Background: an optimization exercise with open tools, aiming at small area, a short achievable clock period and few clock cycles per item. Do not read the settings as production practice. Only simulation tests tie the RTL to the original design; equivalence was not proved.

==> flow/design.v (excerpt) <==
module tone_core (
    input  wire        clk,
    input  wire        rst,
    input  wire        in_valid,
    output wire        in_ready,
    input  wire [1:0]  op,           
    input  wire [15:0] sample,
    input  wire [31:0] now,
    output reg         out_valid,
    output reg         emit_valid,
    output wire [11:0] emit12,
    output wire [7:0]  emitq,
    output reg         cand_valid,
    output reg  [10:0] cand,
    output reg         retuned,
    output wire [10:0] freq_o,
    output wire [11:0] wave12_o
);
Size: ~2900 cells after synthesis.
==> flow/config.mk <==
export PLATFORM = sky130hd
export DESIGN_NAME = tone_core
export DESIGN_NICKNAME = tone_core
export VERILOG_FILES = /design/flow/design.v
export SDC_FILE = /design/flow/constraint.sdc
export NUM_CORES = 4
export LEC_CHECK = 0
export CAP_MARGIN = 20
export CORE_MARGIN = 2
export CORE_UTILIZATION = 55
export SLEW_MARGIN = 20
export SYNTH_HIERARCHICAL = 1
export SYNTH_MEMORY_MAX_BITS = 16384
==> flow/constraint.sdc <==
create_clock -name core_clock -period 45.0 [get_ports {clk}]
set_input_delay 9.0000 -clock core_clock [delete_from_list [all_inputs] [get_ports {clk}]]
set_output_delay 9.0000 -clock core_clock [all_outputs]
set_load 0.01 [all_outputs]
standard.sh (not shown) runs the stock make flow with config.mk's settings and CLKGATE_MAP_FILE= SYNTH_SCRIPT=/design/flow/synth_recipe.tcl, a recipe that flattens the netlist after the stock synthesis.
==> flow/flow/run.sh <==
#!/bin/bash
# The standard layout with two changes: plain buf_1 cells as the port buffers
# that the standard flow inserts at every input and output, and clock tree
# synthesis without dummy loads.
set -euo pipefail
bash standard.sh finish \
  "BUFFER_PORTS_ARGS=-buffer_cell sky130_fd_sc_hd__buf_1" \
  "CTS_ARGS=-sink_clustering_enable -repair_clock_nets -dont_use_dummy_load" \
  > orfs_make.log 2>&1
Testbench counts at the start, summed over its fixed seeds: cycles 24,336, items 24,000.
Rerun with:
--- a/flow/flow/run.sh
+++ b/flow/flow/run.sh
@@ -4 +4 @@
-# synthesis without dummy loads.
+# synthesis with clkbuf_8 buffers and without dummy loads.
@@ -8 +8 @@
-  "CTS_ARGS=-sink_clustering_enable -repair_clock_nets -dont_use_dummy_load" \
+  "CTS_ARGS=-sink_clustering_enable -repair_clock_nets -dont_use_dummy_load -buf_list sky130_fd_sc_hd__clkbuf_8" \
What happened:
- global-route usage hardly moves
- sequential share of layout area is higher by 0.17 points
- utilization is lower by 0.38 points
- final cell count is higher slightly
- final area is lower slightly
- count of clock-buffer cells in the layout is higher by 18


## P
tone_core, a different RTL version from the one above (not shown whole).
Size: about 2800 cells after synthesis, ~110 I/O pins.
==> flow/config.mk <==
export PLATFORM = sky130hd
export DESIGN_NAME = tone_core
export DESIGN_NICKNAME = tone_core
export VERILOG_FILES = /design/flow/design.v
export SDC_FILE = /design/flow/constraint.sdc
export NUM_CORES = 4
export LEC_CHECK = 0
export CAP_MARGIN = 20
export CORE_MARGIN = 2
export CORE_UTILIZATION = 65
export PLACE_DENSITY = 0.72
export SLEW_MARGIN = 20
export SYNTH_HIERARCHICAL = 1
export SYNTH_MEMORY_MAX_BITS = 16384
==> flow/constraint.sdc <==
create_clock -name core_clock -period 45.0 [get_ports {clk}]
set_input_delay 9.0000 -clock core_clock [delete_from_list [all_inputs] [get_ports {clk}]]
set_output_delay 9.0000 -clock core_clock [all_outputs]
set_load 0.01 [all_outputs]
==> flow/flow/run.sh <==
#!/bin/bash
# The standard layout with two changes: plain buf_1 cells as the port buffers
# that the standard flow inserts at every input and output, and clock tree
# synthesis with larger sink clusters and without dummy loads.
set -euo pipefail
bash standard.sh finish \
  "BUFFER_PORTS_ARGS=-buffer_cell sky130_fd_sc_hd__buf_1" \
  "CTS_ARGS=-sink_clustering_enable -sink_clustering_size 25 -sink_clustering_max_diameter 100 -repair_clock_nets -dont_use_dummy_load" \
  > orfs_make.log 2>&1
The flow did not stop early for P: all stages ran, and the layout cleared the timing, design-rule and antenna checks.
Testbench counts of P, summed over its fixed seeds: cycles 24,336, items 24,000.
The following lists how Q was set up differently from P:
diff --git a/flow/config.mk b/flow/config.mk
--- a/flow/config.mk
+++ b/flow/config.mk
@@ -9,4 +9,3 @@
 export CORE_MARGIN = 2
-export CORE_UTILIZATION = 65
-export PLACE_DENSITY = 0.72
+export CORE_UTILIZATION = 55
 export SLEW_MARGIN = 20
### Flow results
- Result for Q and P: all clean
- Diff P..Q | post-cts hold buffer count | unchanged
- Compared with P, Q ends up with a larger final cell area.
- Relative to P, the clock skew after layout of Q is higher by 0.035 ns.
- [compare] base=P new=Q: post-synthesis to final-layout area growth increased 0.83 points; post-cts repair resize count neither gained nor lost much.
- On final worst-path cycle share, Q and P are neck and neck.
- Changes observed in Q relative to P: final weighted congestion in routability-driven placement increased about 3%.
- Looking at transition at the pin with the smallest max-transition slack, Q sits 0.024 ns below P.

separate check: timing with driven ports:
How much do the figures lean on ideal ports? The routed layouts below were timed once more, with nothing changed but the port constraints. Step 1 sets driving cells, clkbuf_16 on the clock port and buf_2 on the other inputs (assumed; they add their load-dependent delay and slew). Step 2 moves the port delays by t, midway between the first and last clock arrival at a register: inputs arrive t later, outputs are due t later. That takes back most of the time a late clock gives input paths. a / b / c = ideal ports / drivers / drivers and shift; a / b = the first two.
run	t (ns)	setup slack, ns	worst setup path at the end
the first run of note 1	0.598	34.916 / 34.854 / 35.367	input to register
the second run of note 1	0.668	34.848 / 34.792 / 35.374	input to register
P	0.576	34.939 / 34.883 / 34.622	input to register
Q	0.574	34.935 / 34.876 / 34.949	input to register
After both steps every run listed still meets setup and hold. For P, which loses most, drivers alone change the setup slack by -0.056 ns; drivers and shift together by -0.317 ns.
